Context: an optimization exercise on an open-source flow, tuned for small area. The choices shown serve that exercise and are no tape-out recipe. RTL that was checked went through simulation tests only; none was proved equivalent to the original. Function not checked in run 1: the RTL went through the layout flow alone. Power and IR drop assume default switching activity.

==> design/flow/run.sh <==
#!/bin/bash
# synth_recipe.tcl (not shown) runs the flow's synth.tcl, then flattens the netlist and writes it again
# the make line also repeats each setting of config.mk as NAME=value (left out here)
make -C /OpenROAD-flow-scripts/flow DESIGN_CONFIG=/design/flow/config.mk WORK_HOME=/design/flow/orfs CLKGATE_MAP_FILE= SYNTH_SCRIPT=/design/flow/synth_recipe.tcl finish
==> design/flow/config.mk <==
export PLATFORM = sky130hd
export DESIGN_NAME = lldp_rx
export DESIGN_NICKNAME = lldp_rx
export VERILOG_FILES = /design/flow/design.v
export SDC_FILE = /design/flow/constraint.sdc
export NUM_CORES = 4
export LEC_CHECK = 0
export CAP_MARGIN = 20
export CORE_MARGIN = 2
export CORE_UTILIZATION = 40
export SLEW_MARGIN = 20
==> design/flow/constraint.sdc <==
create_clock -name core_clock -period 8.0 [get_ports {clk}]
set_input_delay 1.6000 -clock core_clock [delete_from_list [all_inputs] [get_ports {clk}]]
set_output_delay 1.6000 -clock core_clock [all_outputs]
set_load 0.01 [all_outputs]
==> design/flow/design.v <==
module lldp_rx (
    input  wire        clk,
    input  wire        rst,           
    input  wire [47:0] local_mac,     
    input  wire        s_valid,
    input  wire [7:0]  s_data,
    input  wire        s_last,
    output wire        s_ready,
    output reg         r_valid,
    output reg         r_qual,
    output reg         r_ok,
    output reg  [4:0]  r_cause,
    output reg         r_tv,
    output reg  [6:0]  r_type,
    output reg  [10:0] r_off,
    output reg  [1:0]  r_stop,
    output reg         r_complete,
    output reg  [9:0]  r_count,
    output reg  [15:0] r_ttl,
    output reg  [2:0]  r_chassis_sub,
    output reg  [2:0]  r_port_sub
);
    localparam [4:0] E_NONE          = 5'd0;
    localparam [4:0] E_TRUNC_HDR     = 5'd1;
    localparam [4:0] E_TRUNC_PAYLOAD = 5'd2;
    localparam [4:0] E_TRAILING      = 5'd3;
    localparam [4:0] E_LEN_RANGE     = 5'd4;
    localparam [4:0] E_SUBTYPE       = 5'd5;
    localparam [4:0] E_AF            = 5'd6;
    localparam [4:0] E_UTF8          = 5'd7;
    localparam [4:0] E_UNKNOWN_TYPE  = 5'd9;
    localparam [4:0] E_ORD_POSITION  = 5'd11;
    localparam [4:0] E_ORD_TRIPLE    = 5'd12;
    localparam [4:0] E_CAP_SUBSET    = 5'd15;
    localparam [4:0] E_SIZE          = 5'd16;
    localparam [3:0] S_ENV = 4'b0000;   
    localparam [3:0] S_NOQ = 4'b0001;   
    localparam [3:0] S_H0  = 4'b0010;   
    localparam [3:0] S_END = 4'b0011;   
    localparam [3:0] S_H1  = 4'b1000;   
    localparam [3:0] S_FLT = 4'b1001;   
    localparam [3:0] S_P0  = 4'b1100;   
    localparam [3:0] S_P1  = 4'b1101;   
    localparam [3:0] S_PN  = 4'b1110;   
    localparam [3:0] S_PT  = 4'b1111;   
    localparam [2:0] U_0   = 3'd0;      
    localparam [2:0] U_A1  = 3'd1;      
    localparam [2:0] U_B80 = 3'd2;      
    localparam [2:0] U_C80 = 3'd3;      
    localparam [2:0] U_BA0 = 3'd4;      
    localparam [2:0] U_B9F = 3'd5;      
    localparam [2:0] U_C90 = 3'd6;      
    localparam [2:0] U_C8F = 3'd7;      
    reg        fin;             
    reg [3:0]  st;
    reg [6:0]  t;               
    reg [8:0]  len;             
    reg [8:0]  rem;             
    reg [10:0] off;             
    reg [9:0]  n;               
    reg [4:0]  pf;              
    reg [2:0]  u;               
    reg [15:0] sc;              
    reg [15:0] ttl;
    reg [2:0]  ch_sub;
    reg [2:0]  pt_sub;
    assign s_ready = !fin;
    wire take = s_valid && !fin;
    wire [7:0] d = s_data;
    wire got3 = (st == S_END) || (st == S_H0 && n >= 10'd3);
    always @(*) begin
        r_valid       = fin;
        r_qual        = st[3] | st[1];
        r_ok          = !st[3];
        r_cause       = (st == S_H1) ? E_TRUNC_HDR :
                        (st == S_FLT) ? pf :
                        (st[3] & st[2]) ? E_TRUNC_PAYLOAD : E_NONE;
        r_tv          = st[3] & (st[2] | st[0]);
        r_type        = r_tv ? t : 7'd0;
        r_off         = off;
        r_stop        = {st[3] | (st[1] & ~st[0]), st[3] | (st[1] & st[0])};
        r_complete    = (st == S_END);
        r_count       = st[3] ? 10'd0 : n;
        r_ttl         = got3 ? ttl : 16'd0;
        r_chassis_sub = got3 ? ch_sub : 3'd0;
        r_port_sub    = got3 ? pt_sub : 3'd0;
    end
    reg [7:0] mac_byte;
    always @(*) begin
        case (rem[2:0])
            3'd7:    mac_byte = local_mac[47:40];
            3'd6:    mac_byte = local_mac[39:32];
            3'd5:    mac_byte = local_mac[31:24];
            3'd4:    mac_byte = local_mac[23:16];
            3'd3:    mac_byte = local_mac[15:8];
            default: mac_byte = local_mac[7:0];
        endcase
    end
    wire mac_ne = (d != mac_byte);
    reg env_bad;
    always @(*) begin
        case (rem[3:0])
            4'd13:   env_bad = (d != 8'h01);
            4'd12:   env_bad = (d != 8'h80);
            4'd11:   env_bad = (d != 8'hC2);
            4'd10:   env_bad = (d != 8'h00);
            4'd9:    env_bad = (d != 8'h00);
            4'd8:    env_bad = (d != 8'h00) && (d != 8'h03) && (d != 8'h0E);
            4'd1:    env_bad = (d != 8'h88);
            4'd0:    env_bad = (d != 8'hCC) || !pf[0];
            default: env_bad = 1'b0;
        endcase
    end
    wire [8:0] hl     = {len[8], d};
    wire h_known      = (t <= 7'd8) || (t == 7'd127);
    wire h_zero       = (hl == 9'd0);
    wire t_text       = (t == 7'd4) || (t == 7'd5) || (t == 7'd6);
    reg [4:0] h_pf;
    always @(*) begin
        case (t)
            7'd0:    h_pf = E_LEN_RANGE;
            7'd3:    h_pf = (hl != 9'd2) ? E_LEN_RANGE : E_NONE;
            7'd4,
            7'd5,
            7'd6:    h_pf = hl[8] ? E_LEN_RANGE : E_NONE;
            7'd7:    h_pf = (hl != 9'd4) ? E_LEN_RANGE : E_NONE;
            7'd127:  h_pf = (hl < 9'd4) ? E_LEN_RANGE : E_NONE;
            default: h_pf = E_NONE;
        endcase
    end
    reg [4:0] z_pf;
    always @(*) begin
        case (t)
            7'd1, 7'd2, 7'd3, 7'd7, 7'd127: z_pf = E_LEN_RANGE;
            7'd8:    z_pf = E_TRUNC_PAYLOAD;
            default: z_pf = E_NONE;
        endcase
    end
    reg [4:0] ord;
    always @(*) begin
        case (t)
            7'd1:    ord = (n != 10'd0) ? E_ORD_POSITION : E_NONE;
            7'd2:    ord = (n != 10'd1) ? E_ORD_POSITION : E_NONE;
            7'd3:    ord = (n != 10'd2) ? E_ORD_POSITION : E_NONE;
            default: ord = (n <  10'd3) ? E_ORD_TRIPLE : E_NONE;
        endcase
    end
    wire [8:0]  tl      = (st == S_H1) ? 9'd0 : len;
    wire [11:0] next_off = {1'b0, off} + 12'd2 + {3'b000, tl};
    wire size_bad = (next_off > 12'd1500);
    reg       u_bad;
    reg [2:0] u_nx;
    always @(*) begin
        u_bad = 1'b0;
        u_nx  = U_0;
        case (u)
            U_0: begin
                if (d <= 8'h7F)                    u_nx = U_0;
                else if (d >= 8'hC2 && d <= 8'hDF) u_nx = U_A1;
                else if (d == 8'hE0)               u_nx = U_BA0;
                else if (d == 8'hED)               u_nx = U_B9F;
                else if (d >= 8'hE1 && d <= 8'hEF) u_nx = U_B80;
                else if (d == 8'hF0)               u_nx = U_C90;
                else if (d >= 8'hF1 && d <= 8'hF3) u_nx = U_C80;
                else if (d == 8'hF4)               u_nx = U_C8F;
                else                               u_bad = 1'b1;
            end
            U_A1:  begin u_bad = (d[7:6] != 2'b10);                u_nx = U_0;   end
            U_B80: begin u_bad = (d[7:6] != 2'b10);                u_nx = U_A1;  end
            U_BA0: begin u_bad = (d[7:6] != 2'b10) || !d[5];       u_nx = U_A1;  end
            U_B9F: begin u_bad = (d[7:6] != 2'b10) || d[5];        u_nx = U_A1;  end
            U_C80: begin u_bad = (d[7:6] != 2'b10);                u_nx = U_B80; end
            U_C90: begin u_bad = (d[7:6] != 2'b10) || !(d[5] | d[4]); u_nx = U_B80; end
            default: begin u_bad = (d[7:6] != 2'b10) || d[5] || d[4]; u_nx = U_B80; end
        endcase
    end
    wire [8:0] rem_m1 = rem - 9'd1;
    wire       last   = (rem == 9'd1);
    wire       t12    = (t == 7'd1) || (t == 7'd2);
    wire       id_mac = (t == 7'd1 && d == 8'd4) || (t == 7'd2 && d == 8'd3);
    wire       id_net = (t == 7'd1 && d == 8'd5) || (t == 7'd2 && d == 8'd4);
    wire [7:0] k   = sc[7:0];
    wire [1:0] m   = sc[9:8];
    wire       kz  = (k == 8'd0);
    wire       at_ifsub = (t == 7'd8) && (m == 2'd0) && kz;
    wire       at_oid   = (t == 7'd8) && (m == 2'd1) && kz;
    reg [4:0] b_pf;           
    reg [3:0] p_st;           
    always @(*) begin
        b_pf = E_NONE;
        p_st = S_PN;
        case (st)
            S_P0: begin
                if (t12) begin
                    if (d < 8'd1 || d > 8'd7)
                        b_pf = E_SUBTYPE;
                    else if (id_mac) begin
                        if (rem != 9'd7) b_pf = E_LEN_RANGE;
                    end else if (id_net) begin
                        if (rem < 9'd2) b_pf = E_LEN_RANGE;
                        p_st = S_P1;
                    end else
                        p_st = S_PT;
                end else
                    p_st = S_P1;
            end
            S_P1: begin
                if (t12) begin
                    if (d != 8'd1 && d != 8'd2)
                        b_pf = E_AF;
                    else if (rem != ((d == 8'd1) ? 9'd5 : 9'd17))
                        b_pf = E_LEN_RANGE;
                end else begin
                    if (kz)
                        b_pf = E_LEN_RANGE;
                    else if (d != 8'd1 && d != 8'd2)
                        b_pf = E_AF;
                    else if (k != ((d == 8'd1) ? 8'd5 : 8'd17))
                        b_pf = E_LEN_RANGE;
                end
            end
            S_PT: begin
                if (u_bad) b_pf = E_UTF8;
                p_st = S_PT;
            end
            default: begin   
                if (t == 7'd7 && (rem == 9'd2 || rem == 9'd1) &&
                    (d & ~sc[15:8]) != 8'd0)
                    b_pf = E_CAP_SUBSET;
                if (at_ifsub && (d < 8'd1 || d > 8'd3))
                    b_pf = E_SUBTYPE;
            end
        endcase
    end
    reg [4:0] pf_nx;
    always @(*) begin
        pf_nx = (pf != E_NONE) ? pf : b_pf;
        if (st == S_PN && at_oid) begin
            if (rem_m1 < {1'b0, d})
                pf_nx = E_TRUNC_PAYLOAD;
            else if (rem_m1 > {1'b0, d})
                pf_nx = E_TRAILING;
            else if (pf == E_LEN_RANGE || pf == E_AF)
                pf_nx = pf;
            else if (d > 8'd128)
                pf_nx = E_LEN_RANGE;
        end
    end
    wire oid_seen = (m == 2'd2) || (st == S_PN && at_oid);
    wire [4:0] p_done = (t == 7'd8 && !oid_seen) ? E_TRUNC_PAYLOAD :
                        (pf_nx != E_NONE) ? pf_nx :
                        (st == S_PT && u_nx != U_0) ? E_UTF8 :
                        (ord != E_NONE) ? ord :
                        size_bad ? E_SIZE : E_NONE;
    wire [4:0] z_done = (z_pf != E_NONE) ? z_pf :
                        (ord != E_NONE) ? ord :
                        size_bad ? E_SIZE : E_NONE;
    always @(posedge clk) begin
        if (rst || fin) begin
            fin <= 1'b0;
            st  <= S_ENV;
            rem <= 9'd13;
            off <= 11'd0;
            n   <= 10'd0;
        end else if (take) begin
            fin <= s_last;
            case (st)
                S_ENV: begin
                    rem <= rem_m1;
                    if (rem[3:0] == 4'd7)
                        pf[0] <= mac_ne;
                    else if (rem[3:0] <= 4'd6 && rem[3:0] >= 4'd2)
                        pf[0] <= pf[0] | mac_ne;
                    if (env_bad)
                        st <= S_NOQ;
                    else if (rem[3:0] == 4'd0)
                        st <= S_H0;
                end
                S_H0: begin
                    t      <= d[7:1];
                    len[8] <= d[0];
                    st     <= S_H1;
                end
                S_H1: begin
                    len[7:0] <= d;
                    rem      <= hl;
                    u        <= U_0;
                    if (!h_known) begin
                        st <= S_FLT;
                        pf <= E_UNKNOWN_TYPE;
                    end else if (h_zero) begin
                        if (z_done != E_NONE) begin
                            st <= S_FLT;
                            pf <= z_done;
                        end else begin
                            n   <= n + 10'd1;
                            off <= next_off[10:0];
                            st  <= (t == 7'd0) ? S_END : S_H0;
                        end
                    end else begin
                        pf <= h_pf;
                        st <= (t12 || t == 7'd8) ? S_P0 : t_text ? S_PT : S_PN;
                    end
                end
                S_P0, S_P1, S_PN, S_PT: begin
                    rem <= rem_m1;
                    pf  <= pf_nx;
                    st  <= p_st;
                    if (st == S_PT) u <= u_nx;
                    if (st == S_P0 && t == 7'd1) ch_sub <= d[2:0];
                    if (st == S_P0 && t == 7'd2) pt_sub <= d[2:0];
                    if (t == 7'd3 && rem == 9'd2) ttl[15:8] <= d;
                    if (t == 7'd3 && rem == 9'd1) ttl[7:0]  <= d;
                    if (t == 7'd7) sc <= {sc[7:0], d};
                    if (t == 7'd8) begin
                        if (st == S_P0)
                            sc[9:0] <= {2'd0, d};
                        else if (m != 2'd2) begin
                            if (kz) sc[9:0] <= {m + 2'd1, 8'd4};
                            else    sc[7:0] <= k - 8'd1;
                        end
                    end
                    if (last) begin
                        if (p_done != E_NONE) begin
                            st <= S_FLT;
                            pf <= p_done;
                        end else begin
                            n   <= n + 10'd1;
                            off <= next_off[10:0];
                            st  <= S_H0;
                        end
                    end
                end
                default: ;   
            endcase
        end
    end
endmodule
==> results of run 1 <==
## power breakdown
part	switching, mW	leakage [nW]	internal (mW)
registers	0.0611	0.843	0.555
logic	0.446	2.37	0.313
clock network	0.230	0.143	0.221
## path summary, 6_finish.rpt
path,start,end,cells after the start
max,st[3],off[6],14
min reg2reg,n[9],n[9],2
min,n[9],n[9],2
max reg2reg,st[3],off[6],14
## final cells by class
class	count	share of cell area [%]
clock inverters	7	0.762
clock buffers	9	2.37
well taps	265	3.48
inverters	28	1.10
flip-flops and latches	97	26.9
repair buffers	135	13.9
multi-input cells	755	51.5
## layout by cell type (no fill, tap or decap), drive strengths merged, types with 40 or more instances in the layout
| cell | count |
|---|---|
| and2 | 53 |
| a21oi | 60 |
| nor3 | 42 |
| ha | 40 |
| clkdlybuf4s50 | 122 |
| o21ai | 55 |
| nand3 | 52 |
| edfxtp | 62 |
| nand2 | 71 |
| nor2 | 82 |
## stage by stage
| step | setup slack (ns) | instances | power, mW |
|---|---|---|---|
| 2_1_floorplan | 3.22 | 939 | 1.14 |
| 3_3_place_gp | 1.84 | 1280 | 1.39 |
| 3_5_place_dp | 1.73 | 1280 | 1.38 |
| 4_1_cts | 1.96 | 1296 | 1.83 |
| 5_1_grt | 1.68 | 1296 | 1.93 |
| 6_report | 2.05 | 1296 | 1.83 |
## sequential cells by signal (all words and copies together), names as in the netlist
name    cells
pt_sub      3
rem         9
u           3
ch_sub      3
n          10
fin         1
st          4
t           7
ttl        16
pf          5
len         9
off        11
sc         16
## kinds of logic (layout without fill, tap and decap cells)
kind of cell | after synthesis | count (layout) | synth area share [%]
AO/OA/AOI/OAI | 254 | 254 | 22.3
multiplexers | 9 | 9 | 1.15
AND/OR/NAND/NOR | 430 | 430 | 30.0
buffers and inverters | 87 | 179 | 4.83
XOR/XNOR | 21 | 21 | 2.35
adder cells (fa/ha/maj) | 41 | 41 | 6.65
flip-flops | 97 | 97 | 32.8
## worst max-delay path, stage by stage (launching register included)
cell,delay (ns)
dfxtp_1,0.82
nor2b_1,0.31
nand2_1,0.43
and2_1,0.34
ha_1,0.28
ha_1,0.35
a21oi_1,0.30
a21boi_0,0.17
or4b_1,0.55
a2111oi_0,0.65
a211o_1,0.30
nand3b_1,0.25
a41oi_4,0.77
nor2_1,0.15
o21ai_0,0.19
## layer usage
layer | GRT usage (%) | part of all wire, % | vias to the layer above
li1 | - | - | 3719
met1 | 36.4 | 46 | 3778
met2 | 38.3 | 44 | 313
met3 | 3.93 | 7.2 | 43
met4 | 7.12 | 2.0 | 0
met5 | 0 | 0 | -
==> impl_results.md, run 1 <==
- Routed wire per std cell: 20.3 um
- Slew Limit Fails: 0
- Post-synth ARST share: 0%
- Area grow syn2layout: 21.7%
- Tmin final: 5.95 ns
- Synth cell count leaders: 81 x nor2_1, 71 x nand2_1, 62 x edfxtp_1
- Most frequent cell after synthesis: nor2_1
- Post-synth top area share: 23.8%
- PD cells: 192 mW/mm^2
- Total Routing Usage GR: 25.0%
- Synthesized area: 0.00782 sq mm
- Largest net degree at the start of global routing: 41
- FF+latch count, synth: 97
- Slew @ Worst Pin: 1.15 ns
- R2R setup slack: 2.05 ns
- Die area: 0.0207 sq mm
- PortBufs: 122
- CP arrival: 6.25 ns
- First-pass GRT wire length: 40000 um
- CTS max path bufs: 2
- Critical Path Start Type: register
- Post-synth EDFFs: 62
- Synth Net Count: 1040
- Util after Layout: 49.2%
- Setup TNS: 0 ns
- Dominant synthesized flop cell: edfxtp_1
- Core area: 0.0193 sq mm
- Vias: 7853
- Ant diodes: 0
- Status: timing/DRC/antenna clean
- Worst-path maximum fanout: 31
- WP data required: 8.29 ns
- Fmax: 168 MHz
- HPWL after DPL: 19400 um
- Mapped Cells: 939
- Max cap viols: 0
- Storage cell area: 0.00256 sq mm
- Detailed Route WL: 26300 um
- Clk Latency, worst-skew pair: 0.36 ns
- Final ANT Viol Nets: 0
- Row count: 51
- Final setup violating endpoints: 0
- Fillers: 1865
- Synth area leader: edfxtp_1
- Vias/cell: 6.06
- Dpl cell area: 0.00920 sq mm
- Leak Pwr: 3.36 nW
- Die height: 144 um
- CTS tree: done
- Max transition margin: 23.1%
- Crit path kind: reg2reg
- Cell area after layout: 0.00952 sq mm
- Setup repair after global routing missed its margin: false
- Root Buffer: clkbuf_16
- Clock sink total: 97
- Worst hold path class: reg2reg
- H-Tree Depth: 3
- Unique masters post-synth: 83
- Tcrit/Tclk final: 74.4%
- Nets@finish: 1127
- Worst clock skew: 0.0131 ns
- Vias in the first global route: 6992
- GR Overflow Total: 0
- Initial antenna violation count: 0
- Initial DRC count: 795
- Postcts setup bufs: 0
- RePlAce Congestion: 0.983
- Die width: 144 um
- Syn Area/Cell: 8.33 sq um
- CP Capture Type: register
- Layout cells sized above 1: 6.21%
- Drt drc: 0
- Multi-input gate area: 0.00490 sq mm
- Cts bufs inserted: 9
- Top post-synthesis cells by area: edfxtp_1 24%, dfxtp_1 9.0%, ha_1 6.4%
- First drt pass iteration count: 6
- CTS Hold Bufs: 0
- IO Pins: 123
- Worst hold slack: 0.502 ns
- Post-CTS sizing: 0
- Initial Utilization: 40.5%
- Ys Warns: 1
- Seq/Total Area, Yosys: 32.8%
- VDD IR-drop max: 105 uV
- Hold Fails Final Rpt: 0
- Clk slew on worst S/H paths: 0.08 ns
==> run 2: changes to the inputs <==
--- a/design/flow/design.v
+++ b/design/flow/design.v
@@ -55,6 +55,7 @@
     reg [3:0]  st;
     reg [6:0]  t;               
-    reg [8:0]  len;             
+    reg        lh;              
     reg [8:0]  rem;             
+    reg [10:0] pos;             
     reg [10:0] off;             
     reg [9:0]  n;               
@@ -88,10 +89,10 @@
     reg [7:0] mac_byte;
     always @(*) begin
-        case (rem[2:0])
-            3'd7:    mac_byte = local_mac[47:40];
-            3'd6:    mac_byte = local_mac[39:32];
-            3'd5:    mac_byte = local_mac[31:24];
-            3'd4:    mac_byte = local_mac[23:16];
-            3'd3:    mac_byte = local_mac[15:8];
+        case (pos[3:0])
+            4'd8:    mac_byte = local_mac[47:40];
+            4'd9:    mac_byte = local_mac[39:32];
+            4'd10:   mac_byte = local_mac[31:24];
+            4'd11:   mac_byte = local_mac[23:16];
+            4'd12:   mac_byte = local_mac[15:8];
             default: mac_byte = local_mac[7:0];
         endcase
@@ -100,17 +101,17 @@
     reg env_bad;
     always @(*) begin
-        case (rem[3:0])
-            4'd13:   env_bad = (d != 8'h01);
-            4'd12:   env_bad = (d != 8'h80);
-            4'd11:   env_bad = (d != 8'hC2);
-            4'd10:   env_bad = (d != 8'h00);
-            4'd9:    env_bad = (d != 8'h00);
-            4'd8:    env_bad = (d != 8'h00) && (d != 8'h03) && (d != 8'h0E);
-            4'd1:    env_bad = (d != 8'h88);
-            4'd0:    env_bad = (d != 8'hCC) || !pf[0];
+        case (pos[3:0])
+            4'd2:    env_bad = (d != 8'h01);
+            4'd3:    env_bad = (d != 8'h80);
+            4'd4:    env_bad = (d != 8'hC2);
+            4'd5:    env_bad = (d != 8'h00);
+            4'd6:    env_bad = (d != 8'h00);
+            4'd7:    env_bad = (d != 8'h00) && (d != 8'h03) && (d != 8'h0E);
+            4'd14:   env_bad = (d != 8'h88);
+            4'd15:   env_bad = (d != 8'hCC) || !pf[0];
             default: env_bad = 1'b0;
         endcase
     end
-    wire [8:0] hl     = {len[8], d};
+    wire [8:0] hl     = {lh, d};
     wire h_known      = (t <= 7'd8) || (t == 7'd127);
     wire h_zero       = (hl == 9'd0);
@@ -146,7 +147,6 @@
         endcase
     end
-    wire [8:0]  tl      = (st == S_H1) ? 9'd0 : len;
-    wire [11:0] next_off = {1'b0, off} + 12'd2 + {3'b000, tl};
-    wire size_bad = (next_off > 12'd1500);
+    wire [10:0] next_off = pos + 11'd1;
+    wire size_bad = (next_off > 11'd1500);
     reg       u_bad;
     reg [2:0] u_nx;
@@ -260,28 +260,27 @@
             fin <= 1'b0;
             st  <= S_ENV;
-            rem <= 9'd13;
+            pos <= 11'd2034;
             off <= 11'd0;
             n   <= 10'd0;
         end else if (take) begin
             fin <= s_last;
+            pos <= next_off;
             case (st)
                 S_ENV: begin
-                    rem <= rem_m1;
-                    if (rem[3:0] == 4'd7)
+                    if (pos[3:0] == 4'd8)
                         pf[0] <= mac_ne;
-                    else if (rem[3:0] <= 4'd6 && rem[3:0] >= 4'd2)
+                    else if (pos[3:0] >= 4'd9 && pos[3:0] <= 4'd13)
                         pf[0] <= pf[0] | mac_ne;
                     if (env_bad)
                         st <= S_NOQ;
-                    else if (rem[3:0] == 4'd0)
+                    else if (pos[3:0] == 4'd15)
                         st <= S_H0;
                 end
                 S_H0: begin
                     t      <= d[7:1];
-                    len[8] <= d[0];
+                    lh     <= d[0];
                     st     <= S_H1;
                 end
                 S_H1: begin
-                    len[7:0] <= d;
                     rem      <= hl;
                     u        <= U_0;
==> design/flow/flow/run.sh (new file) <==
#!/bin/bash
# Standard layout, with the smallest buffer on the ports instead of the default pick.
set -euo pipefail
export BUFFER_PORTS_ARGS="-buffer_cell sky130_fd_sc_hd__buf_1"
bash standard.sh > flow_make.log 2>&1
==> design/flow/standard.sh (new file) <==
#!/bin/bash
# synth_recipe.tcl (not shown) runs the flow's synth.tcl, then flattens the netlist and writes it again
# the make line also repeats each setting of config.mk as NAME=value (left out here)
make -C /OpenROAD-flow-scripts/flow DESIGN_CONFIG=/design/flow/config.mk WORK_HOME=/design/flow/orfs CLKGATE_MAP_FILE= SYNTH_SCRIPT=/design/flow/synth_recipe.tcl "${@:-finish}"
--- a/design/flow/config.mk
+++ b/design/flow/config.mk
@@ -6,4 +6,5 @@
 export NUM_CORES = 4
 export LEC_CHECK = 0
+export ABC_AREA = 1
 export CAP_MARGIN = 20
 export CORE_MARGIN = 2
removed: design/flow/run.sh
==> run 2 against run 1 <==
Compared with the run above:
- still clean on timing, DRC and antenna
- wire length fell by 13%
- clock power is 4% lower
- critical path type is now in2reg
- global-route usage shrank 2.0 points
- sequential cell count is 3 higher
- combinational power fell by 77%
==> impl_results.md, run 2 <==
- HPWL after DPL: 17800 um (-8.4%)
- Ys Warns: 1 (unchanged)
- Comb pwr share: 15.0% (-27 points)
- Slew Limit Fails: 0 (unchanged)
- Share of total power in the clock network: 36.9% (+12 points)
- Worst clock skew: 0.0138 ns (+0.000714 ns)
- Internal: 0.833 mW (-24%)
- Clk Latency, worst-skew pair: 0.36 ns (about the same)
- Postcts setup bufs: 0 (unchanged)
- CTS Hold Bufs: 0 (unchanged)
- Root Buffer: clkbuf_16
- Vias in the first global route: 6872 (-1.7%)
- Met3 usage: 3.02% (-0.91 points)
- Detailed Route WL: 22800 um (-13%)
- Busiest layer in global routing: met2
- H-Tree Depth: 3 (unchanged)
- Slew @ Worst Pin: 0.979 ns (-0.166 ns)
- Layout cells sized above 1: 8.06% (+1.9 points)
- Sw frac: 29.5% (-11 points)
- FF-to-FF path depth: 17 (+3)
- First drt pass iteration count: 7 (+1)
- Clk slew on worst S/H paths: 0.08 ns (about the same)
- Final ANT Viol Nets: 0 (unchanged)
- Leak Pwr: 3.44 nW (+2.6%)
- Dominant synthesized flop cell: edfxtp_1
- Setup TNS: 0 ns (unchanged)
- Die height: 141 um (-2.1%)
- Mapped Cells: 1069 (+14%)
- Clock sink total: 100 (+3.1%)
- Drt drc: 0 (unchanged)
- Post-synth ARST share: 0% (unchanged)
- Post-synth top area share: 25.3% (+1.5 points)
- Placed cell count: 1409 (+10%)
- CP arrival: 5.05 ns (-1.20 ns)
- Met2 Use GR: 35.6% (-2.8 points)
- IO Pins: 123 (unchanged)
- Max transition margin: 34.2% (+11 points)
- Unique masters post-synth: 53 (-36%)
- Final setup violating endpoints: 0 (unchanged)
- Worst hold path class: reg2reg
- Critical Path Start Type: input port
- First-pass GRT wire length: 36400 um (-9.0%)
- GR Overflow Total: 0 (unchanged)
- Largest net degree at the start of global routing: 27 (-34%)
- R2R setup slack: 3.97 ns (+1.92 ns)
- Nets@finish: 1272 (+13%)
- Row count: 50 (-2.0%)
- Setup repair after global routing missed its margin: false
- Initial antenna violation count: 0 (unchanged)
- Die area: 0.0198 sq mm (-4.2%)
- CTS max path bufs: 2 (unchanged)
- Reg-to-reg startpoint: st[3]
- Total Routing Usage GR: 23.1% (-2.0 points)
- Tcrit/Tclk final: 59.8% (-15 points)
- Hold Fails Final Rpt: 0 (unchanged)
- Post-synth EDFFs: 63 (+1.6%)
- Hold Path Origin: n[8]
- Initial DRC count: 611 (-23%)
- Synthesized area: 0.00748 sq mm (-4.3%)
- WP data required: 8.26 ns (-0.03 ns)
- Fmax: 209 MHz (+24%)
- VDD IR-drop max: 89.9 uV (-14%)
- RePlAce Congestion: 0.957 (-2.6%)
- Area grow syn2layout: 13.1%
- Synth cell count leaders: 202 x nand2_1, 171 x nor2_1, 144 x inv_1
- Initial Utilization: 40.4% (-0.046 points)
- Most common cell after layout, fill and taps aside: nand2_1
- CP Capture Type: register
- Seq pwr share: 48.2% (+15 points)
- Hold Crit Depth: 2 (unchanged)
- Top flop regs: sc x16, ttl x16
- Hold Path End: n[8]
- FF+latch count, synth: 100 (+3.1%)
- Post-CTS sizing: 0 (unchanged)
- Die width: 141 um (-2.1%)
- Synth area leader: edfxtp_1
- Seq/Total Area, Yosys: 35.2% (+2.4 points)
- CTS tree: done
- Syn Area/Cell: 7.00 sq um (-16%)
- Status: timing/DRC/antenna clean
- Most frequent cell after synthesis: nand2_1
- Top post-synthesis cells by area: edfxtp_1 25%, nand2_1 10%, dfxtp_1 9.9%
- NetSw: 0.348 mW (-53%)
- Crit path kind: in2reg
- Tmin final: 4.79 ns (-1.17 ns)
- Cts bufs inserted: 9 (unchanged)
- Vias: 7605 (-3.2%)
- Vias/cell: 5.34 (-12%)
- Max cap viols: 0 (unchanged)
- PortBufs: 122 (unchanged)
- Worst-path maximum fanout: 18 (-42%)
- Met1 Usage GRT: 33.3% (-3.1 points)
- Commonest cells after routing, fill and taps aside: 202 x nand2_1, 170 x nor2_1, 144 x inv_1
- Core area: 0.0185 sq mm (-4.2%)
- Synth Net Count: 1155 (+11%)
- Crit Reg-Reg Endpoint: n[9]
- Cell Count, Final, Fillers Out: 1425 (+10%)
- Ant diodes: 0 (unchanged)
- Routed wire per std cell: 16.0 um (-21%)
- PD cells: 139 mW/mm^2 (-27%)
[run 2: cell types whose count changed after synthesis, moves of 17 or more]
cell,delta
xor2_1,+17
and2_1,-52
nor2_2,+21
clkbuf_1,-19
nand2_1,+131
o21ai_0,+20
nor2_1,+90
inv_1,+119
[run 2: area by class of cell]
class | instances | area (sq um)
clock buffers | 10 | 239
flip-flops and latches | 100 | 2630
well taps | 234 | 293
repair buffers | 131 | 526
multi-input cells | 780 | 4110
inverters | 164 | 626
fillers | 1945 | 10100
clock inverters | 6 | 43.8
[run 2: power groups by stage]
| stage | sequential (mW) | clock (mW) | combinational [mW] |
|---|---|---|---|
| after floorplan | 0.577 | 0 | 0.114 |
| after global placement | 0.580 | 0 | 0.175 |
| after detailed placement | 0.580 | 0 | 0.175 |
| after CTS | 0.568 | 0.440 | 0.175 |
| after global routing | 0.571 | 0.461 | 0.196 |
| final | 0.569 | 0.435 | 0.176 |
[run 2: worst max-delay path by stage]
stage | from | end
6_report | s_data[2] | off[9]
5_1_grt | s_data[2] | off[9]
4_1_cts | s_data[2] | off[9]
3_5_place_dp | s_data[2] | off[9]
3_3_place_gp | s_data[2] | off[9]
2_1_floorplan | s_data[7] | n[1]
[run 2: layer usage]
layer	up-vias	share of wire [%]
li1	3789	-
met1	3450	47
met4	0	2.2
met2	331	44
met3	35	7.0
met5	-	0
[run 2: critical path, cell delays in order]
cell,delay (ns)
buf_1,0.60
inv_2,0.25
ha_1,0.40
a21oi_1,0.15
nand2_1,0.06
nand2_1,0.06
nand2_1,0.05
nand2_1,0.05
nand2_1,0.04
nand2_1,0.05
nand2_1,0.10
nand2_1,0.09
nand2_1,0.11
nand3_1,0.15
nand2_1,0.08
a21oi_2,0.20
nand3_1,0.10
nand2_1,0.07
nand2_1,0.08
nand2_2,0.12
nor2_4,0.06
nand2_2,0.07
nand2_4,0.08
nand2_8,0.12
inv_8,0.07
o21ai_0,0.16
nor2_1,0.05
[run 2: through the flow]
| stage | setup slack [ns] | hold WS (ns) | total power [mW] | instance area [sq um] | utilization [%] |
|---|---|---|---|---|---|
| 2_1_floorplan | 3.99 | 0.451 | 0.691 | 7480 | - |
| 3_3_place_gp | 2.96 | 0.466 | 0.755 | 8180 | 44.2 |
| 3_5_place_dp | 2.90 | 0.476 | 0.754 | 8180 | 44.2 |
| 4_1_cts | 3.27 | 0.490 | 1.18 | 8460 | 45.7 |
| 5_1_grt | 2.85 | 0.502 | 1.23 | 8470 | 45.7 |
| 6_report | 3.21 | 0.488 | 1.18 | 8470 | 45.7 |
[run 2: kinds of logic (layout without fill, tap and decap cells)]
group,count (synthesis),after routing,synth area share [%]
simple gates,544,544,32.6
flops,100,100,35.2
xor+xnor,30,30,3.51
fa+ha+maj,26,26,4.35
compound gates,180,180,14.3
buf+inv,189,311,10.0
==> run 3: changes to the inputs <==
==> design/flow/run.sh (new file) <==
#!/bin/bash
# synth_recipe.tcl (not shown) runs the flow's synth.tcl, then flattens the netlist and writes it again
# the make line also repeats each setting of config.mk as NAME=value (left out here)
make -C /OpenROAD-flow-scripts/flow DESIGN_CONFIG=/design/flow/config.mk WORK_HOME=/design/flow/orfs CLKGATE_MAP_FILE= SYNTH_SCRIPT=/design/flow/synth_recipe.tcl finish
removed: design/flow/flow/run.sh
removed: design/flow/standard.sh
==> run 3 against run 2 <==
Compared with the run above:
- still clean
- sequential power hardly changed
- power is 3.6% higher
- wire length is 3.9% higher
- cell count is 0.21% lower
- clock skew hardly changed
- area after synthesis stayed put
- maximum frequency is 4.8% lower
- first-iteration DRC count is 0.82% lower
- non-clock buffer count is 3 lower
==> impl_results.md, run 3 <==
- Worst hold slack: 0.485 ns (-0.00374 ns)
- First-pass GRT wire length: 37700 um (+3.7%)
- Slew Limit Fails: 0 (unchanged)
- Placed cell count: 1406 (-0.21%)
- Total Routing Usage GR: 23.9% (+0.84 points)
- GR Overflow Total: 0 (unchanged)
- Seq/Total Area, Yosys: 35.2% (unchanged)
- Final ANT Viol Nets: 0 (unchanged)
- Sw frac: 28.8% (-0.68 points)
- Clk slew on worst S/H paths: 0.08 ns (about the same)
- Setup TNS: 0 ns (unchanged)
- Main combinational cell family by area after synthesis: simple AND/OR/NAND/NOR gates
- WP data required: 8.27 ns (about the same)
- CP Capture Type: register
- Die width: 141 um (unchanged)
- Most frequent CP cell: nand2_1
- Row count: 50 (unchanged)
- Die area: 0.0198 sq mm (unchanged)
- Vias: 7597 (-0.11%)
- Cell Count, Final, Fillers Out: 1422 (-0.21%)
- Ys Warns: 1 (unchanged)
- Synth area leader: edfxtp_1
- Multiplexer area fraction after synthesis: 0% (unchanged)
- Core area: 0.0185 sq mm (unchanged)
- Top flop regs: sc x16, ttl x16
- Compound-Gate Fraction of Synth Area: 14.3% (unchanged)
- Post-synth EDFFs: 63 (unchanged)
- Tcrit/Tclk final: 62.8% (+3.0 points)
- Vias in the first global route: 7170 (+4.3%)
- Adder-cell area share of the yosys netlist: 4.35% (unchanged)
- Post-synth ARST share: 0% (unchanged)
- CP max-delay cell: clkdlybuf4s50_1
- VDD IR-drop max: 109 uV (+21%)
- Area grow syn2layout: 23.3%
- Vias/cell: 5.34 (+0.11%)
- Slew @ Worst Pin: 1.01 ns (+0.0307 ns)
- Crit path kind: in2reg
- Initial antenna violation count: 0 (unchanged)
- Setup repair after global routing missed its margin: false
- Max transition margin: 32.2% (-2.1 points)
- Fmax: 199 MHz (-4.8%)
- Most frequent cell after synthesis: nand2_1
- Worst-path maximum fanout: 18 (unchanged)
- Die height: 141 um (unchanged)
- Hold Fails Final Rpt: 0 (unchanged)
- Unique masters post-synth: 53 (unchanged)
- Worst hold path class: reg2reg
- Ant diodes: 0 (unchanged)
- Synth Area in Simple Gates: 32.6% (unchanged)
- Critical Path Start Type: input port
- Synthesized area: 0.00748 sq mm (unchanged)
- HPWL after DPL: 18400 um (+3.7%)
- Dominant synthesized flop cell: edfxtp_1
- CTS max path bufs: 2 (unchanged)
- Top post-synthesis cells by area: edfxtp_1 25%, nand2_1 10%, dfxtp_1 9.9%
- CTS tree: done
- Largest net degree at the start of global routing: 27 (unchanged)
- Postcts setup bufs: 0 (unchanged)
- Initial Utilization: 40.4% (unchanged)
- First drt pass iteration count: 6 (-1)
- Layout cells sized above 1: 7.83% (-0.23 points)
- NetSw: 0.352 mW (+1.2%)
- Cts bufs inserted: 9 (unchanged)
- Internal: 0.871 mW (+4.6%)
- CP peak stage delay: 0.88 ns (+0.28 ns)
- CTS Hold Bufs: 0 (unchanged)
- Max cap viols: 0 (unchanged)
- RePlAce Congestion: 0.953 (-0.41%)
- Syn Area/Cell: 7.00 sq um (unchanged)
- H-Tree Depth: 3 (unchanged)
- Leak Pwr: 3.74 nW (+8.6%)
- Status: timing/DRC/antenna clean
- Synth Net Count: 1155 (unchanged)
- Share of total power in the clock network: 36.7% (-0.2 points)
- PD cells: 133 mW/mm^2 (-4.9%)
- Clock sink total: 100 (unchanged)
- Synth cell count leaders: 202 x nand2_1, 171 x nor2_1, 144 x inv_1
- IO Pins: 123 (unchanged)
- Drt drc: 0 (unchanged)
- Routed wire per std cell: 16.6 um (+4.1%)
- Seq pwr share: 46.5% (-1.7 points)
- Most common cell after layout, fill and taps aside: nand2_1
- Nets@finish: 1269 (-0.24%)
- Final setup violating endpoints: 0 (unchanged)
- Tmin final: 5.03 ns (+0.241 ns)
- Post-synth top area share: 25.3% (unchanged)
- Clk Latency, worst-skew pair: 0.37 ns (about the same)
- CP arrival: 5.29 ns (+0.24 ns)
- Comb pwr share: 16.8% (+1.8 points)
- Initial DRC count: 606 (-0.82%)
- Commonest cells after routing, fill and taps aside: 202 x nand2_1, 170 x nor2_1, 144 x inv_1
- Detailed Route WL: 23600 um (+3.9%)
- FF+latch count, synth: 100 (unchanged)
- Post-CTS sizing: 0 (unchanged)
- Worst clock skew: 0.0141 ns (+0.000237 ns)
- PortBufs: 122 (unchanged)
- Root Buffer: clkbuf_16
- Xor-xnor portion of the synthesized cell area: 3.51% (unchanged)
- Mapped Cells: 1069 (unchanged)
- Overall power: 1.22 mW (+3.6%)
- Fillers: 1887 (-3.0%)
-- run 3: cell counts after synthesis --
Identical to the previous run, type by type.
-- run 3: critical path: cells and delay by family --
| kind | cells | cell delay (ns) |
|---|---|---|
| AO/OA/AOI/OAI | 3 | 0.50 |
| adder cells (fa/ha/maj) | 1 | 0.39 |
| AND/OR/NAND/NOR | 20 | 1.59 |
| buffers and inverters | 3 | 1.19 |
-- run 3: final timing paths --
path / startpoint / endpoint / slack (ns) / cells after the start
worst max-delay path: s_data[2] / off[9] / 2.97 / 27
worst min register to register: sc[7] / sc[15] / 0.48 / 0
worst min-delay path: sc[7] / sc[15] / 0.48 / 0
worst max register to register: rem[0] / n[7] / 3.96 / 23
-- run 3: logic make-up (layout without fill, tap and decap cells) --
| logic type | count (synthesis) | in the layout |
|---|---|---|
| adders and majority gates | 26 | 26 |
| xor gates and xnor gates | 30 | 30 |
| buffers and inverters | 189 | 308 |
| and+or+nand+nor | 544 | 544 |
| AOI/OAI and AO/OA | 180 | 180 |
| DFF | 100 | 100 |
-- run 3: metrics by stage --
step	worst slack [ns]	utilization, %	cell area, sq um
2_1_floorplan	3.99	-	7480
3_3_place_gp	2.66	48.2	8920
3_5_place_dp	2.62	48.2	8920
4_1_cts	2.99	49.8	9220
5_1_grt	2.64	49.8	9230
6_report	2.97	49.8	9230
-- run 3: area by class of cell --
cell class | count | area, sq um | area share, %
multi-input cells | 780 | 4110 | 44.5
flip-flops and latches | 100 | 2630 | 28.5
repair buffers | 128 | 1270 | 13.7
inverters | 164 | 626 | 6.78
well taps | 234 | 293 | 3.17
clock buffers | 10 | 250 | 2.71
clock inverters | 6 | 50.0 | 0.543
-- run 3: layer usage --
metal	vias to the layer above	routed length (um)	global-route usage, %	share of wire, %
met5	-	0	0	0
met4	0	403	6.79	1.7
met3	24	1830	4.96	7.7
met2	297	10700	38.1	45
met1	3496	10700	33.0	45
li1	3780	-	-	-
-- run 3: power by group through the flow --
stage               clock, mW  sequential (mW)  combinational, mW
CTS                     0.459            0.568              0.204
finish                  0.449            0.569              0.205
detailed placement          0            0.580              0.203
floorplan                   0            0.577              0.114
global placement            0            0.580              0.204
global route            0.478            0.571              0.225
==> run 4: changes to the inputs <==
==> design/flow/flow/run.sh (new file) <==
#!/bin/bash
# The standard layout with two changes:
#  - synthesis maps the logic with an area-oriented ABC script (flow/abc_area.script)
#    in place of ORFS's; everything else in synthesis is ORFS's own script, unchanged;
#  - the port buffers are the smallest buffer cell, buf_1.
# Each tool's full output is in orfs/logs/ (ORFS's own per-step logs) and make's in flow_make.log.
set -euo pipefail
rm -rf scripts_mod
cp -r "$FLOW_HOME/scripts" scripts_mod
cp flow/abc_area.script scripts_mod/abc_area.script
export SCRIPTS_DIR="$PWD/scripts_mod"
export BUFFER_PORTS_ARGS="-buffer_cell sky130_fd_sc_hd__buf_1"
bash standard.sh > flow_make.log 2>&1
==> design/flow/flow/abc_area.script (new file) <==
strash
balance -l
resub -K 6 -l
rewrite -l
resub -K 6 -N 2 -l
refactor -l
resub -K 8 -l
balance -l
resub -K 8 -N 2 -l
rewrite -l
resub -K 10 -l
rewrite -z -l
resub -K 10 -N 2 -l
balance -l
resub -K 12 -l
refactor -z -l
resub -K 12 -N 2 -l
rewrite -z -l
balance -l
dch -f
amap
strash
balance -l
resub -K 6 -l
rewrite -l
resub -K 6 -N 2 -l
refactor -l
resub -K 8 -l
balance -l
resub -K 8 -N 2 -l
rewrite -l
resub -K 10 -l
rewrite -z -l
resub -K 10 -N 2 -l
balance -l
resub -K 12 -l
refactor -z -l
resub -K 12 -N 2 -l
rewrite -z -l
balance -l
dch -f
amap
topo
==> design/flow/standard.sh (new file) <==
#!/bin/bash
# synth_recipe.tcl (not shown) runs the flow's synth.tcl, then flattens the netlist and writes it again
# the make line also repeats each setting of config.mk as NAME=value (left out here)
make -C /OpenROAD-flow-scripts/flow DESIGN_CONFIG=/design/flow/config.mk WORK_HOME=/design/flow/orfs CLKGATE_MAP_FILE= SYNTH_SCRIPT=/design/flow/synth_recipe.tcl "${@:-finish}"
removed: design/flow/run.sh
==> run 4 against run 3 <==
Compared with the run above:
- still clean on timing, DRC and antenna
- die area is 13% lower
- final area is 17% lower
- cell count shrank 16%
- global-route usage is 0.19 points lower
- sequential power down 2%
- clock skew is 0.0066 ns lower
- critical path type unchanged
- wire length decreased by 13%
==> impl_results.md, run 4 <==
- Status: timing/DRC/antenna clean
- Synth area leader: edfxtp_1
- PortBufs: 122 (unchanged)
- Root Buffer: clkbuf_16
- Syn Area/Cell: 7.87 sq um (+12%)
- Met1 Usage GRT: 31.7% (-1.2 points)
- Synth Net Count: 910 (-21%)
- Initial DRC count: 668 (+10%)
- Postcts setup bufs: 0 (unchanged)
- WP data required: 8.25 ns (-0.02 ns)
- First-pass GRT wire length: 32600 um (-14%)
- Vias/cell: 5.59 (+4.7%)
- Post-synth top area share: 29.2% (+3.9 points)
- Slew @ Worst Pin: 1.06 ns (+0.0536 ns)
- Max cap viols: 0 (unchanged)
- Die width: 131 um (-6.7%)
- Cts bufs inserted: 9 (unchanged)
- Mapped Cells: 824 (-23%)
- Clock sink total: 100 (unchanged)
- CP arrival: 7.47 ns (+2.18 ns)
- Vias: 6696 (-12%)
- HPWL after DPL: 16000 um (-13%)
- H-Tree Depth: 3 (unchanged)
- Area grow syn2layout: 18.1%
- Die area: 0.0173 sq mm (-13%)
- Most frequent CP cell: nor2_1
- Drt drc: 0 (unchanged)
- Detailed Route WL: 20500 um (-13%)
- Final ANT Viol Nets: 0 (unchanged)
- CTS max path bufs: 2 (unchanged)
- Most frequent cell after synthesis: nor2_1
- Met3 usage: 3.63% (-1.3 points)
- Largest net degree at the start of global routing: 29 (+7.4%)
- Tcrit/Tclk final: 90.2% (+27 points)
- Die height: 131 um (-6.7%)
- Clk slew on worst S/H paths: 0.07 ns (about the same)
- Ys Warns: 1 (unchanged)
- Routed wire per std cell: 17.1 um (+2.8%)
- Hold Crit Depth: 1 (+1)
- Critical Path Start Type: input port
- Top flop regs: sc x16, ttl x16
- Unique masters post-synth: 44 (-17%)
- Clk Latency, worst-skew pair: 0.35 ns (-0.02 ns)
- Dominant synthesized flop cell: edfxtp_1
- Busiest layer in global routing: met2
- FF+latch count, synth: 100 (unchanged)
- Nets@finish: 1062 (-16%)
- CTS Hold Bufs: 0 (unchanged)
- Seq/Total Area, Yosys: 40.6% (+5.4 points)
- Crit path kind: in2reg
- Worst clock skew: 0.00744 ns (-0.00662 ns)
- FF-to-FF path depth: 39 (+70%)
- Setup slack at placement: 0.582 ns (-2.04 ns)
- Layout cells sized above 1: 3.77% (-4.1 points)
- Worst-path maximum fanout: 11 (-7)
- CP Capture Type: register
- CTS tree: done
- Setup slack after layout: 0.782 ns (-2.19 ns)
- Initial antenna violation count: 0 (unchanged)
- CP peak stage delay: 0.46 ns (-0.42 ns)
- Final setup violating endpoints: 0 (unchanged)
- Vias in the first global route: 6313 (-12%)
- Synth cell count leaders: 159 x nor2_1, 126 x clkinv_1, 63 x edfxtp_1
- CP max-delay cell: buf_1
- IO Pins: 123 (unchanged)
- GR Overflow Total: 0 (unchanged)
- Worst hold path class: reg2reg
- Core area: 0.0159 sq mm (-14%)
- Post-CTS sizing: 0 (unchanged)
- Hold Fails Final Rpt: 0 (unchanged)
- Post-synth ARST share: 0% (unchanged)
- Synthesized area: 0.00649 sq mm (-13%)
- Total Routing Usage GR: 23.7% (-0.19 points)
- Commonest cells after routing, fill and taps aside: 159 x nor2_1, 125 x clkinv_1, 122 x buf_1
- Slew Limit Fails: 0 (unchanged)
- Max transition margin: 28.9% (-3.3 points)
- Top post-synthesis cells by area: edfxtp_1 29%, dfxtp_1 11%, nor2_1 9.2%
- First drt pass iteration count: 6 (unchanged)
- Setup repair after global routing missed its margin: false
- RePlAce Congestion: 1.01 (+5.9%)
- Most common cell after layout, fill and taps aside: nor2_1
- Leak Pwr: 2.51 nW (-33%)
- Ant diodes: 0 (unchanged)
- Fmax: 139 MHz (-30%)
- Met2 Use GR: 39.0% (+0.96 points)
- VDD IR-drop max: 119 uV (+9.2%)
- PD cells: 146 mW/mm^2 (+10%)
- Setup TNS: 0 ns (unchanged)
- Tmin final: 7.22 ns (+2.19 ns)
- Initial Utilization: 40.8% (+0.43 points)
- Post-synth EDFFs: 63 (unchanged)
- Overall power: 1.12 mW (-8.4%)
- Row count: 46 (-8.0%)
[run 4: cell types whose count changed after synthesis, moves of 16 or more]
cell and delta:
nand2_1 -140, a22oi_1 +21, o22ai_1 +25, inv_1 -144
nand3_1 -49, clkbuf_1 -18, xor2_1 -27, nor2_2 -22
clkinv_1 +124, o21ai_0 -36, inv_2 -16, a211oi_1 +17
nor2b_1 +27
[run 4: logic make-up (layout without fill, tap and decap cells)]
family                   count (synthesis)  count (layout)  share of synthesized area, %
AO/OA/AOI/OAI                          226             226                          23.2
adder cells (fa/ha/maj)                 26              26                          5.01
buffers and inverters                  126             283                          7.29
flip-flops                             100             100                          40.6
AND/OR/NAND/NOR                        346             346                          23.9
[run 4: final timing paths]
check	to	startpoint	slack (ns)
hold reg to reg	n[8]	n[7]	0.49
setup / recovery	n[9]	s_data[7]	0.78
setup reg to reg	n[9]	sc[0]	1.72
hold / removal	n[8]	n[7]	0.49
[run 4: power by group]
part           leakage [nW]  switching [mW]  internal, mW
combinational          1.50          0.0902        0.0428
sequential            0.868         0.00695         0.553
clock                 0.144           0.197         0.231
[run 4: cell type report]
| cell class | instances | area (sq um) |
|---|---|---|
| fillers | 1628 | 8220 |
| clock buffers | 12 | 256 |
| multi-input cells | 598 | 3390 |
| repair buffers | 141 | 601 |
| well taps | 216 | 270 |
| inverters | 126 | 477 |
| clock inverters | 4 | 32.5 |
| flip-flops and latches | 100 | 2630 |
[run 4: stage by stage]
stage / instances / area [sq um] / util, % / hold slack (ns)
after global routing: 1197 / 7660 / 48.2 / 0.514
after global placement: 1181 / 7370 / 46.4 / 0.478
final: 1197 / 7660 / 48.2 / 0.488
after CTS: 1197 / 7660 / 48.2 / 0.491
after floorplan: 824 / 6490 / - / 0.456
after detailed placement: 1181 / 7370 / 46.4 / 0.482
[run 4: worst max-delay path, delay by kind of cell]
family	cells	cell delay [ns]
simple gates	21	3.15
compound gates	7	1.35
buf+inv	6	1.35
[run 4: layer usage]
metal  up-vias  part of all wire [%]  wire length (um)
met3        38                   7.4              1520
met4         0                   2.7               548
met5         -                     0                 0
li1       3321                     -                 -
met1      3033                    44              9010
met2       304                    46              9380
==> run 5: changes to the inputs <==
--- a/design/flow/config.mk
+++ b/design/flow/config.mk
@@ -10,3 +10,5 @@
 export CORE_MARGIN = 2
 export CORE_UTILIZATION = 40
+export CTS_BUF_LIST = sky130_fd_sc_hd__clkbuf_4 sky130_fd_sc_hd__clkbuf_8
+export CTS_CLUSTER_SIZE = 40
 export SLEW_MARGIN = 20
==> run 5 against run 4 <==
Compared with the run above:
- clock power shrank 25%
- still clean on timing, DRC and antenna
- clock skew rose by 0.0048 ns
- maximum frequency up 0.26%
- die area stayed put
- non-clock buffer count stayed put
- sequential share of layout area grew 0.46 points
- combinational power about the same
- via count up 0.70%
- highest routed layer unchanged
- first-iteration DRC count up 18%
- area after synthesis is the same
- final area is 1.3% lower
- worst setup slack better by 0.019 ns
- largest power group unchanged
==> impl_results.md, run 5 <==
- Worst hold slack: 0.492 ns (+0.00426 ns)
- Max cap viols: 0 (unchanged)
- Tcrit/Tclk final: 90.0% (-0.24 points)
- First-pass GRT wire length: 32600 um (about the same)
- Die area: 0.0173 sq mm (unchanged)
- Fmax: 139 MHz (+0.26%)
- Post-synth top area share: 29.2% (unchanged)
- Vias/cell: 5.63 (+0.70%)
- CP max-delay cell: clkinv_1
- Commonest cells after routing, fill and taps aside: 159 x nor2_1, 126 x clkinv_1, 122 x buf_1
- Total Routing Usage GR: 23.7% (-0.025 points)
- Critical Path Start Type: input port
- Status: timing/DRC/antenna clean
- Crit path kind: in2reg
- Most frequent CP cell: nor2_1
- Ys Warns: 1 (unchanged)
- Setup slack after layout: 0.801 ns (+0.0190 ns)
- Layout cells sized above 1: 3.77% (unchanged)
- Cts bufs inserted: 9 (unchanged)
- Dominant synthesized flop cell: edfxtp_1
- Max transition margin: 29.8% (+0.90 points)
- Worst-path maximum fanout: 11 (unchanged)
- Core area: 0.0159 sq mm (unchanged)
- Ant diodes: 0 (unchanged)
- Setup slack at placement: 0.582 ns (unchanged)
- GR Overflow Total: 0 (unchanged)
- Area grow syn2layout: 16.5%
- Slew @ Worst Pin: 1.05 ns (-0.0135 ns)
- Top flop regs: sc x16, ttl x16
- CP Capture Type: register
- Final ANT Viol Nets: 0 (unchanged)
- Synthesized area: 0.00649 sq mm (unchanged)
- Clock sink total: 100 (unchanged)
- Synth area leader: edfxtp_1
- WP data required: 8.28 ns (+0.03 ns)
- Setup repair after global routing missed its margin: false
- CTS Hold Bufs: 0 (unchanged)
- Top post-synthesis cells by area: edfxtp_1 29%, dfxtp_1 11%, nor2_1 9.2%
- Vias: 6743 (+0.70%)
- First drt pass iteration count: 5 (-1)
- Cell Count, Final, Fillers Out: 1197 (unchanged)
- Synth cell count leaders: 159 x nor2_1, 126 x clkinv_1, 63 x edfxtp_1
- Util after Layout: 47.6% (-0.64 points)
- Postcts setup bufs: 0 (unchanged)
- Final setup violating endpoints: 0 (unchanged)
- HPWL after DPL: 16000 um (unchanged)
- Hold Fails Final Rpt: 0 (unchanged)
- Worst clock skew: 0.0122 ns (+0.00476 ns)
- Vias in the first global route: 6320 (+0.11%)
- PD cells: 134 mW/mm^2 (-8.4%)
- Post-synth ARST share: 0% (unchanged)
- Setup TNS: 0 ns (unchanged)
- H-Tree Depth: 3 (unchanged)
- Mapped Cells: 824 (unchanged)
- Unique masters post-synth: 44 (unchanged)
- Drt drc: 0 (unchanged)
- Initial antenna violation count: 0 (unchanged)
- Slew Limit Fails: 0 (unchanged)
- CTS tree: done
- Placed cell count: 1181 (unchanged)
- Routed wire per std cell: 17.1 um (+0.21%)
- Row count: 46 (unchanged)
- IO Pins: 123 (unchanged)
- Initial DRC count: 788 (+18%)
- Tmin final: 7.20 ns (-0.0190 ns)
- Detailed Route WL: 20500 um (+0.21%)
- Post-CTS sizing: 0 (unchanged)
- Most common cell after layout, fill and taps aside: nor2_1
- Most frequent cell after synthesis: nor2_1
- Initial Utilization: 40.8% (unchanged)
- Seq/Total Area, Yosys: 40.6% (unchanged)
- Synth Net Count: 910 (unchanged)
- Largest net degree at the start of global routing: 29 (unchanged)
- CP peak stage delay: 0.45 ns (about the same)
- PortBufs: 122 (unchanged)
- Worst hold path class: reg2reg
- VDD IR-drop max: 107 uV (-9.9%)
- Post-synth EDFFs: 63 (unchanged)
- Clk Latency, worst-skew pair: 0.38 ns (+0.03 ns)
- Clk slew on worst S/H paths: 0.10 ns (+0.03 ns)
- Die height: 131 um (unchanged)
- Root Buffer: clkbuf_8
- RePlAce Congestion: 1.01 (unchanged)
- Syn Area/Cell: 7.87 sq um (unchanged)
- Nets@finish: 1062 (unchanged)
- CTS max path bufs: 2 (unchanged)
- CP arrival: 7.48 ns (about the same)
- FF+latch count, synth: 100 (unchanged)
- Leak Pwr: 2.47 nW (-1.6%)
- Die width: 131 um (unchanged)
[run 5: layout make-up]
class                      count  area (sq um)
clock buffer                  12           159
clock inverter                 4          32.5
fill                        1648          8320
inverter                     126           473
multi-input combinational    598          3390
sequential                   100          2630
tap                          216           270
timing repair buffer         141           601
[run 5: worst paths after layout]
path          end  depth (start not counted)  slack [ns]       from
max          n[9]                         34        0.80  s_data[7]
max reg2reg  n[9]                         39        1.71      sc[0]
min reg2reg  n[8]                          1        0.49       n[7]
min          n[8]                          1        0.49       n[7]
[run 5: worst max-delay path: cells and delay by family]
family / cells / cell delay, ns
AND/OR/NAND/NOR: 21 / 3.20
buffers and inverters: 6 / 1.32
AO/OA/AOI/OAI: 7 / 1.36
[run 5: logic make-up after synthesis]
| group | Yosys count | synth area share [%] |
|---|---|---|
| buffers and inverters | 126 | 7.29 |
| DFF | 100 | 40.6 |
| adders and majority gates | 26 | 5.01 |
| and+or+nand+nor | 346 | 23.9 |
| AOI/OAI and AO/OA | 226 | 23.2 |
[run 5: routing by layer]
metal,GRT usage (%),share of wire [%]
met1,31.6,45
met2,39.1,46
met3,3.40,6.8
met4,8.82,2.6
met5,0,0
[run 5: through the flow]
stage          power (mW)  instance area, sq um
2_1_floorplan       0.648                  6490
3_3_place_gp        0.703                  7370
3_5_place_dp        0.703                  7370
4_1_cts              1.02                  7560
5_1_grt              1.05                  7560
6_report             1.01                  7560
[run 5: power breakdown]
part           total [mW]  internal [mW]  leakage (nW)  switching [mW]
clock               0.320          0.136         0.101           0.184
sequential          0.560          0.553         0.868         0.00697
combinational       0.133         0.0427          1.50          0.0902
total                1.01          0.732          2.47           0.281
==> run 6: changes to the inputs <==
--- a/design/flow/design.v
+++ b/design/flow/design.v
@@ -55,5 +55,4 @@
     reg [3:0]  st;
     reg [6:0]  t;               
-    reg        lh;              
     reg [8:0]  rem;             
     reg [10:0] pos;             
@@ -113,5 +112,5 @@
         endcase
     end
-    wire [8:0] hl     = {lh, d};
+    wire [8:0] hl     = {rem[8], d};
     wire h_known      = (t <= 7'd8) || (t == 7'd127);
     wire h_zero       = (hl == 9'd0);
@@ -236,17 +235,11 @@
     always @(*) begin
         pf_nx = (pf != E_NONE) ? pf : b_pf;
-        if (st == S_PN && at_oid) begin
-            if (rem_m1 < {1'b0, d})
-                pf_nx = E_TRUNC_PAYLOAD;
-            else if (rem_m1 > {1'b0, d})
-                pf_nx = E_TRAILING;
-            else if (pf == E_LEN_RANGE || pf == E_AF)
-                pf_nx = pf;
-            else if (d > 8'd128)
-                pf_nx = E_LEN_RANGE;
-        end
+        if (st == S_PN && at_oid && (pf == E_NONE || pf == E_SUBTYPE) && d > 8'd128)
+            pf_nx = E_LEN_RANGE;
     end
-    wire oid_seen = (m == 2'd2) || (st == S_PN && at_oid);
-    wire [4:0] p_done = (t == 7'd8 && !oid_seen) ? E_TRUNC_PAYLOAD :
+    wire ma_trunc = (m == 2'd0) || (m == 2'd1 && !(kz && d == 8'd0)) || (m == 2'd2 && k > 8'd1);
+    wire ma_trail = (m == 2'd3) || (m == 2'd2 && kz);
+    wire [4:0] p_done = (t == 7'd8 && ma_trunc) ? E_TRUNC_PAYLOAD :
+                        (t == 7'd8 && ma_trail) ? E_TRAILING :
                         (pf_nx != E_NONE) ? pf_nx :
                         (st == S_PT && u_nx != U_0) ? E_UTF8 :
@@ -279,5 +272,5 @@
                 S_H0: begin
                     t      <= d[7:1];
-                    lh     <= d[0];
+                    rem[8] <= d[0];
                     st     <= S_H1;
                 end
@@ -315,8 +308,9 @@
                         if (st == S_P0)
                             sc[9:0] <= {2'd0, d};
-                        else if (m != 2'd2) begin
-                            if (kz) sc[9:0] <= {m + 2'd1, 8'd4};
-                            else    sc[7:0] <= k - 8'd1;
-                        end
+                        else if (kz)
+                            sc[9:0] <= {m[1] | m[0], m[1] | !m[0],
+                                        (m == 2'd0) ? 8'd4 : (m == 2'd1) ? d : 8'd0};
+                        else
+                            sc[7:0] <= k - 8'd1;
                     end
                     if (last) begin
==> design/flow/flow/run.sh (replaced) <==
#!/bin/bash
# The standard layout (standard.sh) with three changes:
#  - synthesis maps the logic with an area-oriented ABC script (flow/abc_area.script)
#    in place of ORFS's; the rest of synthesis is ORFS's own script, unchanged;
#  - the port buffers are the smallest buffer cell, buf_1;
#  - clock tree synthesis uses a clkbuf_16 root, clkbuf_8 buffers and no dummy loads.
# Each tool's full output is in orfs/logs/ (ORFS's per-step logs); make's own output is in flow_make.log.
set -euo pipefail
rm -rf scripts_mod
cp -r "$FLOW_HOME/scripts" scripts_mod
cp flow/abc_area.script scripts_mod/abc_area.script
export SCRIPTS_DIR="$PWD/scripts_mod"
export BUFFER_PORTS_ARGS="-buffer_cell sky130_fd_sc_hd__buf_1"
export CTS_ARGS="-sink_clustering_enable -repair_clock_nets -root_buf sky130_fd_sc_hd__clkbuf_16 -buf_list sky130_fd_sc_hd__clkbuf_8 -dont_use_dummy_load"
bash standard.sh > flow_make.log 2>&1
==> design/flow/flow/abc_area.script (replaced) <==
strash
&get -n
&deepsyn -T 60
&put
balance -l
resub -K 6 -l
rewrite -l
resub -K 6 -N 2 -l
refactor -l
resub -K 8 -l
balance -l
resub -K 8 -N 2 -l
rewrite -l
resub -K 10 -l
rewrite -z -l
resub -K 10 -N 2 -l
balance -l
resub -K 12 -l
refactor -z -l
resub -K 12 -N 2 -l
rewrite -z -l
balance -l
dch -f
amap
strash
&get -n
&deepsyn -T 60
&put
dch -f
amap
topo

--- a/design/flow/config.mk
+++ b/design/flow/config.mk
@@ -10,5 +10,4 @@
 export CORE_MARGIN = 2
 export CORE_UTILIZATION = 40
-export CTS_BUF_LIST = sky130_fd_sc_hd__clkbuf_4 sky130_fd_sc_hd__clkbuf_8
-export CTS_CLUSTER_SIZE = 40
+export GPL_TIMING_DRIVEN = 0
 export SLEW_MARGIN = 20
==> run 6 against run 5 <==
Compared with the run above:
- still clean
- wire length is 7.6% lower
- area after synthesis down 10%
- sequential power about the same
- cell count is 15% lower
- via count shrank 12%
- maximum frequency is 3.9% higher
- critical path depth shrank 9
- sequential share of layout area grew 3.7 points
- power up 3.1%
==> impl_results.md, run 6 <==
- Dpl cell area: 0.00654 sq mm (-11%)
- Synth area leader: edfxtp_1
- GR Overflow Total: 0 (unchanged)
- Unique masters post-synth: 42 (-4.5%)
- Vias/cell: 5.83 (+3.4%)
- Ys Warns: 1 (unchanged)
- Status: timing/DRC/antenna clean
- Final ANT Viol Nets: 0 (unchanged)
- Routed wire per std cell: 18.5 um (+8.1%)
- Seq/Total Area, Yosys: 44.8% (+4.2 points)
- Final setup violating endpoints: 0 (unchanged)
- Drt drc: 0 (unchanged)
- Clk Latency, worst-skew pair: 0.36 ns (-0.02 ns)
- Max cap viols: 0 (unchanged)
- Post-synth EDFFs: 62 (-1.6%)
- Setup TNS: 0 ns (unchanged)
- First-pass GRT wire length: 30600 um (-6.2%)
- Synthesized area: 0.00581 sq mm (-10%)
- FF-to-FF path depth: 23 (-41%)
- Reg-to-reg startpoint: t[6]
- Cts bufs inserted: 9 (unchanged)
- Vias: 5961 (-12%)
- Max transition margin: 38.2% (+8.4 points)
- Dominant synthesized flop cell: edfxtp_1
- Most common cell after layout, fill and taps aside: nor2_1
- Row count: 44 (-4.3%)
- Tmin final: 6.93 ns (-0.272 ns)
- R2R setup slack: 2.52 ns (+0.81 ns)
- Cell area after layout: 0.00676 sq mm (-11%)
- Core area: 0.0144 sq mm (-9.5%)
- Die height: 125 um (-5.2%)
- Worst-path maximum fanout: 8 (-3)
- Postcts setup bufs: 0 (unchanged)
- Clock sink total: 99 (-1.0%)
- Worst clock skew: 0.0205 ns (+0.00827 ns)
- Slew Limit Fails: 0 (unchanged)
- Post-CTS sizing: 0 (unchanged)
- Crit Reg-Reg Endpoint: n[9]
- Area grow syn2layout: 16.3%
- Top post-synthesis cells by area: edfxtp_1 32%, dfxtp_1 13%, nor2_1 8.5%
- Root Buffer: clkbuf_16
- RePlAce Congestion: 0.980 (-2.8%)
- WP data required: 8.25 ns (-0.03 ns)
- Ant diodes: 0 (unchanged)
- Die width: 125 um (-5.2%)
- VDD IR-drop max: 116 uV (+7.7%)
- Detailed Route WL: 18900 um (-7.6%)
- Total Routing Usage GR: 24.5% (+0.87 points)
- Nets@finish: 916 (-14%)
- Initial Utilization: 40.5% (-0.38 points)
- Largest net degree at the start of global routing: 23 (-21%)
- Leak Pwr: 2.17 nW (-12%)
- PD cells: 155 mW/mm^2 (+15%)
- Setup crit start: s_data[4]
- Post-synth top area share: 32.0% (+2.9 points)
- Layout cells sized above 1: 1.67% (-2.1 points)
- Post-synth ARST share: 0% (unchanged)
- First drt pass iteration count: 6 (+1)
- Critical Path Start Type: input port
- CP arrival: 7.18 ns (-0.30 ns)
- Top flop regs: sc x16, ttl x16
- Clk slew on worst S/H paths: 0.06 ns (-0.04 ns)
- Most frequent cell after synthesis: nor2_1
- PortBufs: 122 (unchanged)
- H-Tree Depth: 3 (unchanged)
- Commonest cells after routing, fill and taps aside: 131 x nor2_1, 122 x buf_1, 98 x clkinv_1
- Worst hold path class: reg2reg
- Initial antenna violation count: 0 (unchanged)
- Slew @ Worst Pin: 0.920 ns (-0.130 ns)
- Overall power: 1.04 mW (+3.1%)
- Vias in the first global route: 5883 (-6.9%)
- HPWL after DPL: 14500 um (-9.1%)
- Synth cell count leaders: 131 x nor2_1, 98 x clkinv_1, 63 x nand2_1
- Hold Fails Final Rpt: 0 (unchanged)
- Fmax: 144 MHz (+3.9%)
- Crit path kind: in2reg
- CP Capture Point: n[9]
- CTS tree: done
- Initial DRC count: 506 (-36%)
- CTS Hold Bufs: 0 (unchanged)
- IO Pins: 123 (unchanged)
- Die area: 0.0155 sq mm (-10%)
- Synth Net Count: 782 (-14%)
- CTS max path bufs: 2 (unchanged)
- Mapped Cells: 707 (-14%)
- FF+latch count, synth: 99 (-1.0%)
- Syn Area/Cell: 8.22 sq um (+4.4%)
- Tcrit/Tclk final: 86.6% (-3.4 points)
- Setup repair after global routing missed its margin: false
- CP Capture Type: register
## run 6: how the worst min path moves through the flow
stage	slack (ns)	cells past startpoint	start	to
final	0.46	2	off[4]	off[4]
after global routing	0.50	1	off[0]	off[0]
after CTS	0.46	2	off[4]	off[4]
after detailed placement	0.45	2	off[6]	off[6]
after global placement	0.44	2	off[4]	off[4]
after floorplan	0.45	1	n[5]	n[5]
## run 6: cell families after synthesis
kind of cell	count (synthesis)	share of synthesized area, %
DFF	99	44.8
buffers and inverters	98	6.33
AOI/OAI and AO/OA	194	22.4
and+or+nand+nor	301	23.2
adders and majority gates	15	3.23
## run 6: area by class of cell
| type | instances | area (sq um) |
|---|---|---|
| well taps | 184 | 230 |
| repair buffers | 123 | 473 |
| fillers | 1474 | 7610 |
| flip-flops and latches | 99 | 2600 |
| clock buffers | 9 | 225 |
| inverters | 98 | 368 |
| multi-input cells | 510 | 2860 |
## run 6: through the flow
| step | cells | utilization (%) | worst slack, ns | hold slack, ns |
|---|---|---|---|---|
| after CTS | 1023 | 47.0 | 1.30 | 0.464 |
| after floorplan | 707 | - | 2.72 | 0.447 |
| after detailed placement | 1014 | 45.5 | 0.972 | 0.447 |
| after global routing | 1023 | 47.0 | 0.593 | 0.500 |
| final | 1023 | 47.0 | 1.07 | 0.463 |
| after global placement | 1013 | 45.2 | 1.05 | 0.437 |
## run 6: per-layer routing
layer | GRT usage (%) | vias up | share of wire, %
met4 | 11.3 | 0 | 3.7
li1 | - | 2862 | -
met5 | 0 | - | 0
met1 | 31.8 | 2780 | 44
met3 | 4.85 | 56 | 5.9
met2 | 39.6 | 263 | 47
## run 6: report_power, final
part / switching, mW / internal (mW) / total (mW) / leakage [nW]
Sequential: 0.0114 / 0.549 / 0.561 / 0.858
Clock: 0.170 / 0.198 / 0.368 / 0.111
Combinational: 0.0800 / 0.0359 / 0.116 / 1.20
## run 6: worst max-delay path, stage by stage
cell      delay [ns]
buf_1           0.26
clkinv_1        0.28
nand2_1         0.13
nor3_1          0.67
nand2_1         0.28
nor2_1          0.48
o41ai_1         0.14
a31oi_1         0.23
o41ai_1         0.16
a31oi_1         0.21
or3_1           0.17
nor2_1          0.07
o21a_1          0.11
nor2_1          0.20
nand4_1         0.13
nand2_1         0.11
o211ai_1        0.19
nor2_1          0.35
clkinv_1        0.15
nor4_1          0.34
and3_1          0.27
nand3_1         0.11
nor2_1          0.19
a21oi_1         0.10
a311oi_1        0.24

Check on run 6: ideal ports give 1.073 ns setup slack; a clkbuf_16 on the clock port and buf_2 on the inputs give 1.097 ns; moving port delays by the midpoint clock arrival (0.389 ns) as well gives 0.708 ns.
